This design comes from an exercise in tuning for small area on the open sky130 flow, not from production work. Function was checked by simulation only, so behaviour that the tests miss may differ from the original. The clock port is modelled as an ideal driver; clocking choices that lean on that would not hold on a real chip. Power figures rest on the tool's default switching activity, not on a simulated workload.

run 1:
// hdu_top
module hdu_top (
    input  wire        clk,
    input  wire        rst,         
    input  wire        in_valid,
    output reg         in_ready,
    input  wire [31:0] in_cmd,
    input  wire [31:0] in_opa,
    input  wire [31:0] in_opb,
    output reg         out_valid,
    output wire [31:0] out_result,
    output wire [31:0] out_status
);
    localparam [31:0] E_OQ = 32'he077ae6c;    
    localparam [31:0] E_B0 = 32'h000009af;
    localparam [31:0] E_B1 = 32'h00007650;
    reg        cfg_valid;
    reg        cfg_mod;
    reg [5:0]  cfg_thresh;
    reg [5:0]  val;           
    wire       tag = val[5] & val[4];
    reg        hit;
    reg [2:0]  cause;
    wire       fault = |cause;
    reg [4:0]  js;            
    reg [2:0]  pi;            
    reg [3:0]  best;          
    reg [3:0]  bidx;          
    wire [4:0] j      = js ^ 5'b01111;
    wire       jfirst = js == 5'b00000;
    wire       jlast  = js == 5'b10000;
    wire [4:0] js_nx  = {js[3:0], js[4] ^ js[2] ^ (js[3:0] == 4'd0)};
    function [31:0] chip_of;
        input       m;
        input [3:0] s;
        begin
            if (!m) chip_of = s[0] ? E_B1 : E_B0;
            else    chip_of = ({E_OQ, E_OQ} >> {s[2:0], 2'b00}) & 32'h7fffffff
                              ^ (s[3] ? 32'h7fffffff : 32'd0);
        end
    endfunction
    wire tm  = tag & cfg_mod;
    wire tq0 = tm & ~val[1];
    wire tq1 = tm &  val[1];
    wire tb0 = tag & ~cfg_mod & ~val[0];
  ...
Settings: LEC_CHECK=0, CAP_MARGIN=20, CORE_MARGIN=2, CORE_UTILIZATION=40, GPL_TIMING_DRIVEN=0, SLEW_MARGIN=20; clock period 44.0 ns.
standard.sh (not shown) runs the stock make flow with config.mk's settings and CLKGATE_MAP_FILE= SYNTH_SCRIPT=/design/flow/synth_recipe.tcl, a recipe that flattens the netlist after the stock synthesis.
==> flow/flow/run.sh <==
#!/bin/bash
# Layout flow: the standard ORFS flow, with
#  - synthesis: the standard synthesis script, but with no adder cells and an
#    area-oriented abc step (flow/abc_area.tcl); registers are unchanged;
#  - buf_1 port buffers, synthesis buffers removed, a small clock tree
#    (flow/post_cts.tcl).
set -euo pipefail
W=$PWD
export FLOW_WORK=$W
export ABC_SEEDS="1 2 3 4 5 6 7 8 9 10"
{ head -n 1 synth_recipe.tcl
  cat flow/abc_area.tcl
  tail -n +2 synth_recipe.tcl; } > flow_synth.tcl
export BUFFER_PORTS_ARGS="-buffer_cell sky130_fd_sc_hd__buf_1"
export REMOVE_ABC_BUFFERS=1
export SKIP_REPAIR_TIE_FANOUT=1
export CTS_ARGS="-sink_clustering_enable -repair_clock_nets -buf_list {sky130_fd_sc_hd__clkbuf_8} -dont_use_dummy_load"
# after CTS, each clock buffer is downsized while the clock-pin slew stays low
export POST_CTS_TCL=$W/flow/post_cts.tcl
export CLOCK_BUF_CELLS="sky130_fd_sc_hd__clkbuf_2 sky130_fd_sc_hd__clkbuf_4 sky130_fd_sc_hd__clkbuf_8"
export CLOCK_SLEW_LIMIT=0.110
bash standard.sh SYNTH_SCRIPT=$W/flow_synth.tcl ADDER_MAP_FILE= > make_flow.log 2>&1
==> flow/flow/abc_area.tcl <==
# Replaces the abc step of the standard synthesis: the same cells and registers,
# but an area-oriented script (SAT-based resynthesis, area mapping) tried with a
# few seeds; the smallest result is kept.
proc abc {args} {
  set i [lsearch -exact $args -D]
  if {$i >= 0} { set args [lreplace $args $i [expr {$i + 1}]] }
  set i [lsearch -exact $args -script]
  set libs {}
  foreach {k v} $args { if {$k eq "-liberty"} { lappend libs -liberty $v } }
  yosys design -save pre_abc
  set best_area 1e18
  set best_seed -1
  foreach seed $::env(ABC_SEEDS) {
    yosys design -load pre_abc
    set script $::env(FLOW_WORK)/area_$seed.abc
    set f [open $::env(FLOW_WORK)/flow/area.abc.in r]
    set text [string map [list @SEED@ $seed] [read $f]]
    close $f
    set f [open $script w]; puts -nonewline $f $text; close $f
    yosys abc {*}[lreplace $args [expr {$i + 1}] [expr {$i + 1}] $script]
    yosys tee -q -o $::env(FLOW_WORK)/area_$seed.txt stat {*}$libs
    set f [open $::env(FLOW_WORK)/area_$seed.txt r]; set rep [read $f]; close $f
    regexp {Chip area for (?:top )?module[^:]*:\s*([0-9.]+)} $rep -> area
    puts "abc seed $seed: area $area"
    if {$area < $best_area} { set best_area $area; set best_seed $seed; yosys design -save best_abc }
  }
  puts "abc: kept seed $best_seed, area $best_area"
  yosys design -load best_abc
}
==> flow/flow/area.abc.in <==
&get -n
&st
&deepsyn -T 30 -S @SEED@
&dch -f
&nf -a -R 1000
&put
Other scripts of this flow, unchanged in this note and not shown: flow/flow/post_cts.tcl
Modified inputs, run 2 compared to run 1
--- a/flow/flow/run.sh
+++ b/flow/flow/run.sh
@@ -2,5 +2,6 @@
 # Layout flow: the standard ORFS flow, with
 #  - synthesis: the standard synthesis script, but with no adder cells and an
-#    area-oriented abc step (flow/abc_area.tcl); registers are unchanged;
+#    area-oriented abc step (flow/abc_area.tcl, several seeds in parallel);
+#    registers are unchanged;
 #  - buf_1 port buffers, synthesis buffers removed, a small clock tree
 #    (flow/post_cts.tcl).
@@ -8,5 +9,6 @@
 W=$PWD
 export FLOW_WORK=$W
-export ABC_SEEDS="1 2 3 4 5 6 7 8 9 10"
+export ABC_SEEDS="$(seq -s " " 1 32)"
+export ABC_JOBS=${NUM_CORES:-4}
 { head -n 1 synth_recipe.tcl
   cat flow/abc_area.tcl
==> flow/flow/abc_area.tcl <==
# Replaces the abc step of the standard synthesis: the same cells and registers,
# but an area-oriented script (SAT-based resynthesis, area mapping), run with
# several seeds in parallel; the smallest result is kept.
proc abc {args} {
  set w $::env(FLOW_WORK)/abc_runs
  file mkdir $w
  set i [lsearch -exact $args -D]
  if {$i >= 0} { set args [lreplace $args $i [expr {$i + 1}]] }
  set i [lsearch -exact $args -script]
  set libs {}
  foreach {k v} $args { if {$k eq "-liberty"} { lappend libs -liberty $v } }
  yosys write_rtlil $w/pre_abc.il
  set f [open $::env(FLOW_WORK)/flow/area.abc.in r]; set tmpl [read $f]; close $f
  foreach seed $::env(ABC_SEEDS) {
    set f [open $w/area_$seed.abc w]
    puts -nonewline $f [string map [list @SEED@ $seed] $tmpl]
    close $f
    set a [lreplace $args [expr {$i + 1}] [expr {$i + 1}] $w/area_$seed.abc]
    set f [open $w/run_$seed.ys w]
    puts $f "read_rtlil $w/pre_abc.il"
    puts $f "abc $a"
    puts $f "write_rtlil $w/post_$seed.il"
    puts $f "tee -q -o $w/area_$seed.txt stat $libs"
    close $f
  }
  set ys yosys
  if {[info exists ::env(YOSYS_EXE)] && $::env(YOSYS_EXE) ne ""} { set ys $::env(YOSYS_EXE) }
  exec sh -c "printf '%s\\n' $::env(ABC_SEEDS) | xargs -P $::env(ABC_JOBS) -I@ sh -c '$ys -q -s $w/run_@.ys > $w/log_@.txt 2>&1'"
  set best_area 1e18
  set best_seed -1
  foreach seed $::env(ABC_SEEDS) {
    if {[catch {open $w/area_$seed.txt r} f]} { puts "abc seed $seed: no result"; continue }
    set rep [read $f]; close $f
    if {![regexp {Chip area for (?:top )?module[^:]*:\s*([0-9.]+)} $rep -> area]} { continue }
    puts "abc seed $seed: area $area"
    if {$area < $best_area} { set best_area $area; set best_seed $seed }
  }
  puts "abc: kept seed $best_seed, area $best_area"
  yosys read_rtlil -overwrite $w/post_$best_seed.il
}
==> flow/flow/area.abc.in <==
&get -n
&st
&deepsyn -T 8 -S @SEED@
&dch -f -x
&nf -a -R 1000 -F 20 -A 20
&put
Findings:
Diff run 1 -> run 2: share of power burned in the clock network has remained practically unchanged, final non-filler cell total has decreased, pin count of the biggest net entering global routing has increased, flip-flop and latch count has remained practically unchanged. Diff run 1 -> run 2 | maximum clock frequency | down slightly.
Here is what was changed in the inputs of run 3 compared with run 2.
==> flow/flow/area.abc.in <==
&get -n
&st
&deepsyn -T 8 -S @SEED@
&dch -f
&nf -a -R 1000
&put
Findings:
Run 2 has a higher total power than run 3.
The first element of the critical path comes out in_cmd[25] in one run and in_cmd[10] in the other, namely in run 3 and run 2 respectively.
Compared with run 2, run 3 shows cell area reported after detailed placement higher by 28 sq um.
Taking run 2 as the reference, in run 3 switching fraction of total power moved down, worst reg-to-reg path cell count moved down, share of synthesized area spent on multiplexers moved down.

==> what the ideal ports hide <==
No port has a modelled driver above. Below, the same layouts with a new extraction and two added sets of constraints. Step 1 (the two cells are an assumption about what drives the block):
set clk [get_ports {clk}]
set_driving_cell -lib_cell sky130_fd_sc_hd__clkbuf_16 $clk
set_driving_cell -lib_cell sky130_fd_sc_hd__buf_2 [delete_from_list [all_inputs] $clk]
Step 2 adds t to the input delays and takes it off the output delays; t is the mean of the earliest and latest rising clock arrival at the registers after step 1. Input paths then give back, and output paths get back, about the clock's delay inside the block. Three values: ideal ports, drivers, drivers and shift; two values: the first two.
run | t, ns | setup WS [ns] | worst hold slack (ns) | worst data-port slew with drivers (ns) | cell pins on the clock port's net
run 1 | 0.380 | 32.684 / 32.687 / 32.307 | 0.464 / 0.464 / 0.464 | 0.05 | 1
run 2 | 0.392 | 32.577 / 32.577 / 32.185 | 0.464 / 0.464 / 0.464 | 0.04 | 1
run 3 | 0.380 | 32.684 / 32.687 / 32.307 | 0.464 / 0.464 / 0.464 | 0.05 | 1
After both steps every run listed still meets setup and hold. For run 2, which loses most, drivers alone change the setup slack by 0.000 ns; drivers and shift together by -0.392 ns.
